What follows belongs to an exercise in optimizing a design on an open flow for a short achievable clock period and few clock cycles; a production flow would make more cautious choices.
No functional check of the RTL was part of any run shown here.
Power is estimated from default activity; no workload was simulated.

## flow/design.v (module list and top-level ports; edited modules follow where they fit)
// module intc_timer: 1077 lines
module intc_timer (
    input  wire        clk,
    input  wire        rst,
    input  wire        cmd_valid,
    output reg         cmd_ready,
    input  wire [2:0]  cmd_op,
    input  wire [23:0] cmd_arg,
    input  wire [7:0]  cmd_data,
    output reg         rsp_valid,
    output reg  [7:0]  rsp_data,
    output wire [2:0]  pend,
    output reg  [1:0]  irq_line,
    output reg  [15:0] irq_vector
);
  // ...
==> flow/run.sh <==
#!/bin/bash
# synth_recipe.tcl (not shown) runs the flow's synth.tcl, then flattens the netlist and writes it again
# the make line also repeats each setting of config.mk as NAME=value (left out here)
make -C /OpenROAD-flow-scripts/flow DESIGN_CONFIG=/design/flow/config.mk WORK_HOME=/design/flow/orfs CLKGATE_MAP_FILE= SYNTH_SCRIPT=/design/flow/synth_recipe.tcl finish
==> flow/config.mk <==
export PLATFORM = sky130hd
export DESIGN_NAME = intc_timer
export DESIGN_NICKNAME = intc_timer
export VERILOG_FILES = /design/flow/design.v
export SDC_FILE = /design/flow/constraint.sdc
export NUM_CORES = 4
export LEC_CHECK = 0
export ABC_CLOCK_PERIOD_IN_PS = 2200
export CAP_MARGIN = 20
export CORE_MARGIN = 2
export CORE_UTILIZATION = 40
export SETUP_SLACK_MARGIN = 3.6
export SLEW_MARGIN = 20
export TNS_END_PERCENT = 100
==> flow/constraint.sdc <==
create_clock -name core_clock -period 6.0 [get_ports {clk}]
set_input_delay 1.2000 -clock core_clock [delete_from_list [all_inputs] [get_ports {clk}]]
set_output_delay 1.2000 -clock core_clock [all_outputs]
set_load 0.01 [all_outputs]
==> key figures, run 1 <==
Outcome
  – Outcome: finished clean

STA
  – Hold WS: 316 ps
  – Clock Skew: approximately 47 ps

Global routing
  – Initial antenna violation count: 1
  – Number of global-route vias before repair: 27.3k

Critical path
  – Cell repeated most along the worst path: a21oi_2
  – Crit. Startpoint: sig[10]
  – Critical path class: reg -> reg
  – Startpoint Class: register

Place
  – Placed Cells: 5011
  – Hpwl dp: 66100 um

Power and ir drop
  – Total internal power: 14.2 mW
  – Clock share of power: 26.6%
  – Sequential Power Share: 32.1%

Layout
  – Post-route design area: 49700 sq um
  – Clkbuf count: 111
  – Most frequent cells in the layout: dfxtp_1, ha_1, inv_1, nor2_1, buf_4
  – Multi-input gate share of total cell area: 44.3%

Synth
  – Leading area contributor after synthesis: dfxtp_1
  – Post-synth EDFFs: 124

Min path
  – Hold Path Stages: 0

Detailed routing
  – Antenna viol nets, final: 0
  – Metal-1 WL: roughly 44000 um

Clock network
  – Max Root-Sink Buffers: 3
  – Worst-path clk slew: 70 ps

Floorplan
  – Die area: 98700 sq um
==> run 2, diff against run 1 <==
--- a/flow/design.v
+++ b/flow/design.v
@@ -16,17 +16,17 @@
     localparam [2:0] OP_STEP     = 3'd1;
     localparam [2:0] OP_READ     = 3'd2;
     localparam [2:0] OP_WRITE    = 3'd3;
     localparam [2:0] OP_LINE     = 3'd4;
     localparam [2:0] OP_BOUNDARY = 3'd5;
     localparam [15:0] VEC_TIQ  = 16'hFFFA;
     localparam [15:0] VEC_IRQ1 = 16'hFFF8;
     localparam [15:0] VEC_IRQ2 = 16'hFFF6;
-    localparam [2:0] HOLD = 3'd5;      
+    localparam [2:0] HOLD = 3'd6;      
     function nvc;
         input [2:0]  op;
         input [2:0]  sel;
         input        d0;
         begin
             nvc = op == OP_STEP || op == OP_POWER ||
                   (op == OP_WRITE && sel == 3'd3 && d0) ||
                   (op == OP_READ && sel == 3'd4);
@@ -888,96 +888,94 @@
     wire [7:0] dvs3_pp3 = dvs3_pp2 & {dvs3_pp2[3:0], {4{1'b1}}};
     wire [7:0] dvs3_s0 = dvs3_p ^ {dvs3_gg3[6:0], 1'b0};
     wire [7:0] dvs3_s1 = dvs3_p ^ {dvs3_gg3[6:0] | dvs3_pp3[6:0], 1'b1};
     wire dvs3_c0 = dvs3_gg3[7];
     wire dvs3_c1 = dvs3_gg3[7] | dvs3_pp3[7];
     wire dv_ge3 = dv_s3[15:8] == 8'd0 && dvs3_c1;
     wire [7:0] dv_d3 = dvs3_s1[7:0];
     reg  [11:0] sig;
-    reg  [10:0] mg;
-    reg         stale_pp;
+    reg  [11:0] mg;
+    reg         stale_pp, stale_p3;
     reg         stale_p;
     wire [8:0]  sig_add = (s0_adv && s0_step && f_ten) ? s0_s : 9'd0;
     wire [8:0]  sig_sub = (go && x_step) ? p7_pkt[F_S +: 9] : 9'd0;
     reg  [8:0]  add_r, sub_r;
     wire [8:0]  s0_c = s0_v ? s0_sx : 9'd0;
     wire [11:0] sg_a = sig;
     wire [11:0] sg_b = {3'b0, add_r};
     wire [11:0] sg_c = ~{3'b0, sub_r};
     wire [11:0] sg_s = sg_a ^ sg_b ^ sg_c;
     wire [11:0] sg_m = (sg_a & sg_b) | (sg_a & sg_c) | (sg_b & sg_c);
     wire [11:0] sg_k = {sg_m[10:0], 1'b0};
-    reg  [9:0]  mq;
-    reg  [8:0]  s0c_r;
+    reg  [10:0] mq;
     wire [7:0]  sigc = sig[11:8] != 4'd0 ? 8'd255 : sig[7:0];
-    wire [9:0]  q_n  = {2'b0, tvalue} - {2'b0, sigc} - {1'b0, add_r};
-    wire [10:0] mg_n = {mq[9], mq} - {2'b0, s0c_r} - {2'b0, s0_c};
+    reg  [8:0]  mu;
+    reg  [8:0]  ar1, c1, c2;
+    wire [8:0]  u_n  = {1'b0, tvalue} - {1'b0, sigc};
+    wire [10:0] q_n  = {{2{mu[8]}}, mu} - {2'b0, ar1} - {2'b0, c1};
+    wire [11:0] mg_n = {mq[10], mq} - {3'b0, c2} - {3'b0, s0_c};
     wire [11:0] sgn_p = sg_s ^ sg_k;
     wire [11:0] sgn_gg0 = sg_s & sg_k;
     wire [11:0] sgn_pp0 = sgn_p;
     wire [11:0] sgn_gg1 = sgn_gg0 | (sgn_pp0 & {sgn_gg0[10:0], 1'b0});
     wire [11:0] sgn_pp1 = sgn_pp0 & {sgn_pp0[10:0], {1{1'b1}}};
     wire [11:0] sgn_gg2 = sgn_gg1 | (sgn_pp1 & {sgn_gg1[9:0], 2'b0});
     wire [11:0] sgn_pp2 = sgn_pp1 & {sgn_pp1[9:0], {2{1'b1}}};
     wire [11:0] sgn_gg3 = sgn_gg2 | (sgn_pp2 & {sgn_gg2[7:0], 4'b0});
     wire [11:0] sgn_pp3 = sgn_pp2 & {sgn_pp2[7:0], {4{1'b1}}};
     wire [11:0] sgn_gg4 = sgn_gg3 | (sgn_pp3 & {sgn_gg3[3:0], 8'b0});
     wire [11:0] sgn_pp4 = sgn_pp3 & {sgn_pp3[3:0], {8{1'b1}}};
     wire [11:0] sgn_s0 = sgn_p ^ {sgn_gg4[10:0], 1'b0};
     wire [11:0] sgn_s1 = sgn_p ^ {sgn_gg4[10:0] | sgn_pp4[10:0], 1'b1};
     wire sgn_c0 = sgn_gg4[11];
     wire sgn_c1 = sgn_gg4[11] | sgn_pp4[11];
-    wire [15:0] mgn_p = {{5{mg[10]}}, mg} ^ ~{2'b0, s0_nhi};
-    wire [15:0] mgn_gg0 = {{5{mg[10]}}, mg} & ~{2'b0, s0_nhi};
+    wire [15:0] mgn_p = {{4{mg[11]}}, mg} ^ ~{2'b0, s0_nhi};
+    wire [15:0] mgn_gg0 = {{4{mg[11]}}, mg} & ~{2'b0, s0_nhi};
     wire [15:0] mgn_pp0 = mgn_p;
     wire [15:0] mgn_gg1 = mgn_gg0 | (mgn_pp0 & {mgn_gg0[14:0], 1'b0});
     wire [15:0] mgn_pp1 = mgn_pp0 & {mgn_pp0[14:0], {1{1'b1}}};
     wire [15:0] mgn_gg2 = mgn_gg1 | (mgn_pp1 & {mgn_gg1[13:0], 2'b0});
     wire [15:0] mgn_pp2 = mgn_pp1 & {mgn_pp1[13:0], {2{1'b1}}};
     wire [15:0] mgn_gg3 = mgn_gg2 | (mgn_pp2 & {mgn_gg2[11:0], 4'b0});
     wire [15:0] mgn_pp3 = mgn_pp2 & {mgn_pp2[11:0], {4{1'b1}}};
     wire [15:0] mgn_gg4 = mgn_gg3 | (mgn_pp3 & {mgn_gg3[7:0], 8'b0});
     wire [15:0] mgn_pp4 = mgn_pp3 & {mgn_pp3[7:0], {8{1'b1}}};
     wire [15:0] mgn_s0 = mgn_p ^ {mgn_gg4[14:0], 1'b0};
     wire [15:0] mgn_s1 = mgn_p ^ {mgn_gg4[14:0] | mgn_pp4[14:0], 1'b1};
     wire mgn_c0 = mgn_gg4[15];
     wire mgn_c1 = mgn_gg4[15] | mgn_pp4[15];
     wire [15:0] mg_nhi = mgn_s0;    
     wire [7:0] dv_n = dv_ge3 ? dv_d3 : dv_ge2 ? dv_d2 : dv_ge1 ? dv_d1 : dv_r;
-    wire trans = sl_go || sl2_go || dv_busy ||
-                 ((tvalue > r_rel || (p1_v && p1_pkt[F_LOW]) || (p2_v && p2_pkt[F_LOW]) || (p3_v && p3_pkt[F_LOW]) || (p4_v && p4_pkt[F_LOW]) || (p5_v && p5_pkt[F_LOW]) || (p6_v && p6_pkt[F_LOW]) || (p7_v && p7_pkt[F_LOW])) &&
-                  ({1'b0, tvalue} >= f_m ||
-                   (p1_v && (p1_pkt[F_STEP] || p1_pkt[F_TLOAD]) && p1_m > f_m) ||
-                 (p2_v && (p2_pkt[F_STEP] || p2_pkt[F_TLOAD]) && p2_m > f_m) ||
-                 (p3_v && (p3_pkt[F_STEP] || p3_pkt[F_TLOAD]) && p3_m > f_m) ||
-                 (p4_v && (p4_pkt[F_STEP] || p4_pkt[F_TLOAD]) && p4_m > f_m) ||
-                 (p5_v && (p5_pkt[F_STEP] || p5_pkt[F_TLOAD]) && p5_m > f_m) ||
-                 (p6_v && (p6_pkt[F_STEP] || p6_pkt[F_TLOAD]) && p6_m > f_m) ||
-                 (p7_v && (p7_pkt[F_STEP] || p7_pkt[F_TLOAD]) && p7_m > f_m)));
+    wire trans = sl_go || sl2_go || dv_busy || tvalue > r_rel || (p1_v && p1_pkt[F_LOW]) || (p2_v && p2_pkt[F_LOW]) || (p3_v && p3_pkt[F_LOW]) || (p4_v && p4_pkt[F_LOW]) || (p5_v && p5_pkt[F_LOW]) || (p6_v && p6_pkt[F_LOW]) || (p7_v && p7_pkt[F_LOW]);
     wire        rs_fly = (p1_v && (p1_pkt[F_TLOAD] || p1_pkt[F_POWER])) || (p2_v && (p2_pkt[F_TLOAD] || p2_pkt[F_POWER])) || (p3_v && (p3_pkt[F_TLOAD] || p3_pkt[F_POWER])) || (p4_v && (p4_pkt[F_TLOAD] || p4_pkt[F_POWER])) || (p5_v && (p5_pkt[F_TLOAD] || p5_pkt[F_POWER])) || (p6_v && (p6_pkt[F_TLOAD] || p6_pkt[F_POWER])) || (p7_v && (p7_pkt[F_TLOAD] || p7_pkt[F_POWER]));
-    wire        bound_ok = !stale_pp && !stale_p && !sl_go && !sl2_go && !dv_busy && !rs_fly;
+    wire        bound_ok = !stale_p3 && !stale_pp && !stale_p && !sl_go && !sl2_go && !dv_busy && !rs_fly;
     assign s0_fits = bound_ok && !mg_nhi[15];    
     assign s0_flag = s0_step && f_ten && s0_nhi >= {5'b0, f_m} && trans && !s0_fits;
     always @(posedge clk) begin
         if (rst) begin
             sig     <= 12'd0;
             add_r   <= 9'd0;
             sub_r   <= 9'd0;
             stale_p <= 1'b1;
             stale_pp <= 1'b1;
+            stale_p3 <= 1'b1;
         end else begin
             sig     <= sgn_s1;
             add_r   <= sig_add;
             sub_r   <= sig_sub;
             stale_p <= sl_go || sl2_go || dv_busy || (go && (x_tload || x_power));
             stale_pp <= stale_p;
+            stale_p3 <= stale_pp;
         end
+        mu    <= u_n;
+        ar1   <= add_r;
+        c1    <= s0_c;
         mq    <= q_n;
-        s0c_r <= s0_c;
+        c2    <= s0_c;
         mg    <= mg_n;
     end
     wire x_flag = p7_pkt[F_FLAG];
     wire [2:0] pend_n = !go ? pend_r :
                         x_power ? 3'b0 :
                         x_bound ? {x_pm[2:1], x_pm[0] & tline} : pend_r;
     always @(posedge clk) begin
         sl2_res <= sl_res;
@@ -988,17 +986,17 @@
             sl_a    <= p7_a;
             sl_am   <= p7_am;
             sl_m    <= x_m;
             sl_m3   <= x_m3;
             sl_b    <= bw;
             sl_hinz <= x_hinz;
         end
         if (!dv_busy) begin
-            dv_r  <= sl_res;
+            dv_r  <= sl2_res;
             dv_s1 <= {1'b0, sl_m, 6'b0};
             dv_s2 <= {sl_m, 7'b0};
             dv_s3 <= {sl_m3, 6'b0};
         end else begin
             dv_r  <= dv_n;
             dv_s1 <= dv_s1 >> 2;
             dv_s2 <= dv_s2 >> 2;
             dv_s3 <= dv_s3 >> 2;
@@ -1016,22 +1014,24 @@
             dv_busy   <= 1'b0;
             dv_cnt    <= 2'd0;
             rsp_valid <= 1'b0;
         end else begin
             rsp_valid <= go;
             pend_r    <= pend_n;
             sl_go     <= go && x_step && x_flag;
             sl2_go    <= sl_go;
-            if (sl_go && sl_exp && !sz_n) begin
-                dv_busy <= 1'b1;
-                dv_cnt  <= 2'd0;
+            if (sl2_go) begin
+                if (!sl2_div)
+                    tvalue <= sl2_res;
+                else begin
+                    dv_busy <= 1'b1;
+                    dv_cnt  <= 2'd0;
+                end
             end
-            if (sl2_go && !sl2_div)
-                tvalue <= sl2_res;
             if (dv_busy) begin
                 dv_cnt <= dv_cnt + 2'd1;
                 if (dv_cnt == 2'd3) begin
                     dv_busy <= 1'b0;
                     tvalue  <= dv_n;
                 end
             end
             if (go) begin
==> run 2 against run 1 <==
Still clean. Sequential power grew 3.2%. Count of clock-buffer cells in the layout grew 14. Final area shrank 3.1%. Power grew 1.4%. Sequential cell count grew 21. Cell count shrank 2.2%. Maximum frequency grew 4.7%. Hold slack lost 4.0 ps. Sequential share of layout area grew 1.8 points.
==> key figures, run 2 <==
Outcome
  – Outcome: finished clean

Synth
  – Top FF cell, synth: dfxtp_1
  – Mapped cell area: 37500 sq um
  – Share of synthesized registers carrying an async set or reset: 0%
  – Syn Area/Cell: 10.3 sq um
  – YS warnings: 1
  – Leading area contributor after synthesis: dfxtp_1
  – Post-synthesis cell type count: about 90
  – Cells after Synth: around 3.6k
  – Count leader, synth: dfxtp_1
  – Ranking of synthesized cells by area: dfxtp_1, ha_1, edfxtp_1
  – Commonest cells in the netlist: dfxtp_1, inv_1, ha_1
  – Post-synth EDFFs: 124 (unchanged)
  – Seq/Total Area, Yosys: between 40% and 50%
  – Top cell type's share of synthesized area: ~39%
  – Synthesized flop and latch total: between 800 and 900

STA
  – Worst slew pin tran: 871 ps
  – Clock Skew: 47.0 ps (-0.0987 ps)
  – Fmax: 0.361 GHz
  – Relative slew slack: 41.5%
  – Fin crit period: between 2000 and 3000 ps
  – Max Slew Vio Count: 0
  – Crit share post-route: 46.2%
  – Final hold violation count: 0
  – Setup violations, final: 0
  – Setup_tns: 0 ps
  – Fin worst setup slack: roughly 3200 ps
  – RSZ-0062 raised after global routing: true

Critical path
  – CP required: 6550 ps
  – Slowest stage delay, CP: 560 ps
  – Crit path arrival time: around 3300 ps
  – Crit. Startpoint: s0_v
  – Crit end category: register
  – Startpoint Class: register
  – Critical path class: reg -> reg
  – Cell Chain, Critical Path: buf_4 -> nand2_1 -> fa_1 -> ha_4 -> a21boi_2 -> o21ai_2 -> a21oi_2 -> o31ai_2 -> or4b_4 -> o311a_1
  – Worst-path maximum fanout: 5
  – CP max stage cell: fa_1
  – Reg-to-Reg Start: s0_v

Power and ir drop
  – Leak Pwr: 19.8 nW
  – Pwr/cell area: 449 nW/um^2
  – Worst vdd ir: 0.227 mV
  – Overall power: 21.6 mW

Min path
  – Hold crit path type: reg -> reg
  – Hold_sp: p4_pkt[41]

Global routing
  – Number of global-route vias before repair: 26.1k (-4.7%)
  – Overall Global Routing Usage: between 10% and 20%
  – Total congestion overflow: 0
  – Initial antenna violation count: 0 (-1)
  – First-pass GRT wire length: around 140000 um
  – Largest net degree at the start of global routing: 56

Place
  – RePlAce Congestion: 0.866
  – I/O Buffers: 67
  – Worst slack, placed: 2360 ps
  – Hpwl dp: 61300 um (-7.2%)

Clock network
  – CTS root buf: clkbuf_16
  – H-Tree Depth: 3
  – Clk latency of the worst-skew pair: 670 ps
  – Sink Count: 863
  – CTS tree: done
  – Max Root-Sink Buffers: 3 (unchanged)
  – Worst-path clk slew: 60 ps (about the same)
  – Total CTS buffers: 90

Layout
  – Area grow syn2layout: 28.5%
  – Layout Nets: 4453
  – Fin util: 51.8%
  – Share of layout cells above drive strength 1: 26.0%
  – Most common library cell in the layout ignoring fill and taps: dfxtp_1
  – Number of antenna diodes: 0
  – Most frequent cells in the layout: dfxtp_1, inv_1, ha_1, nor2_1, buf_4

Detailed routing
  – Vias after detailed routing: between 20k and 30k
  – DRT iter0 DRCs: 1458
  – Mean routed wirelength per cell: 16.7 um
  – Vias per inst: 5.02
  – Residual DRC: 0
  – Antenna viol nets, final: 0 (unchanged)
  – 1st-pass router iterations: 6
  – Post-Route WL: 89000 um

Floorplan
  – Initial Utilization: 40.3%
  – Die Wd: around 310 um
  – Die height: approximately 310 um
  – Row count: 112
  – Io pins: 69
  – Die area: 96200 sq um (-2.6%)
  – Core area: 93000 sq um

Flow run
  – Max-cap viol count: 0
run 2: cell count changes after synthesis, moves of 10 or more:
cell and change:
ha_1 -72, nor2_1 +50, mux2_2 -27, and2_1 -24, or2_2 -23, dfxtp_1 +21
mux2i_1 -19, nand4_1 -13, inv_1 +12, a2111oi_0 -10
run 2: worst max-delay path: cells and delay by family (launching register included):
family	cells	cell delay, ps
adder cells (fa/ha/maj)	2	780
AND/OR/NAND/NOR	2	590
AO/OA/AOI/OAI	5	750
flip-flops	1	380
buffers and inverters	1	150
run 2: path summary, 6_finish.rpt:
path / endpoint / slack [ps] / cells after the start
max reg2reg: mg[10] / 3230 / 10
max: mg[10] / 3230 / 10
min: p5_pkt[41] / 310 / 0
min reg2reg: p5_pkt[41] / 310 / 0
run 2: timing repair:
item                       CTS  global route
setup endpoints to repair  228           186
buffers inserted           163            99
resized for setup          542           339
gates cloned                 5             3
hold buffers                 0             0
pin swaps                  178           212
run 2: power by group:
part / switching, mW / total (mW) / internal [mW] / leakage, nW
logic: 4.32 / 8.66 / 4.33 / 10.9
clock network: 2.36 / 5.91 / 3.55 / 1.55
registers: 0.566 / 7.06 / 6.49 / 7.40
run 2: layout make-up:
| cell class | count | area (sq um) |
|---|---|---|
| inverters | 387 | 1490 |
| well taps | 1254 | 1570 |
| clock inverters | 43 | 609 |
| repair inverters | 1 | 7.51 |
| multi-input cells | 2313 | 20100 |
| clock buffers | 125 | 2610 |
| flip-flops and latches | 863 | 18700 |
| fillers | 8181 | 44900 |
| repair buffers | 349 | 3100 |
run 2: metrics by stage:
stage,cells,hold slack [ps],area (sq um)
6_report,5335,312,48200
5_1_grt,5335,324,48200
4_1_cts,5233,314,45900
3_5_place_dp,4897,312,39900
3_3_place_gp,4897,310,39900
2_1_floorplan,3645,310,38000
run 2: layer usage:
metal	global-route usage, %	wire, um
met5	0	0
met4	5.13	2120
met3	2.56	3260
met2	30.1	42600
met1	23.9	41000
run 2: cells by family after synthesis:
| logic type | after synthesis | share of synthesized area (%) |
|---|---|---|
| compound gates | 720 | 13.1 |
| xor+xnor | 188 | 4.39 |
| fa+ha+maj | 410 | 14.3 |
| buf+inv | 471 | 4.87 |
| flops | 863 | 49.4 |
| mux | 90 | 2.50 |
| other cells | 1 | 0.0100 |
| simple gates | 896 | 11.5 |

[separate check: timing with driven ports]
No port has a modelled driver above. Below, the same layouts with a new extraction and two added sets of constraints.
Step 1 (the two cells are an assumption about what drives the block):
set clk [get_ports {clk}]
set_driving_cell -lib_cell sky130_fd_sc_hd__clkbuf_16 $clk
set_driving_cell -lib_cell sky130_fd_sc_hd__buf_2 [delete_from_list [all_inputs] $clk]
Step 2 also shifts input and output timing later by t, the mid clock arrival at the registers, as if the neighbouring blocks saw the same clock.
Three values: ideal ports, drivers, drivers and shift; two values: the first two.
run	shift t [ns]	setup slack, ns	clock arrival spread, ns	worst register clock-pin slew, ns	worst slew at a driven data input, ns
run 1	0.709	3.096 / 3.096 / 2.744	0.053 / 0.052	0.07 / 0.07	0.04
run 2	0.711	3.227 / 3.227 / 2.963	0.063 / 0.063	0.07 / 0.07	0.07
After both steps every run listed still meets setup and hold. The setup slack of run 1, which loses most, moves by 0.000 ns with the drivers and by -0.352 ns with both steps.
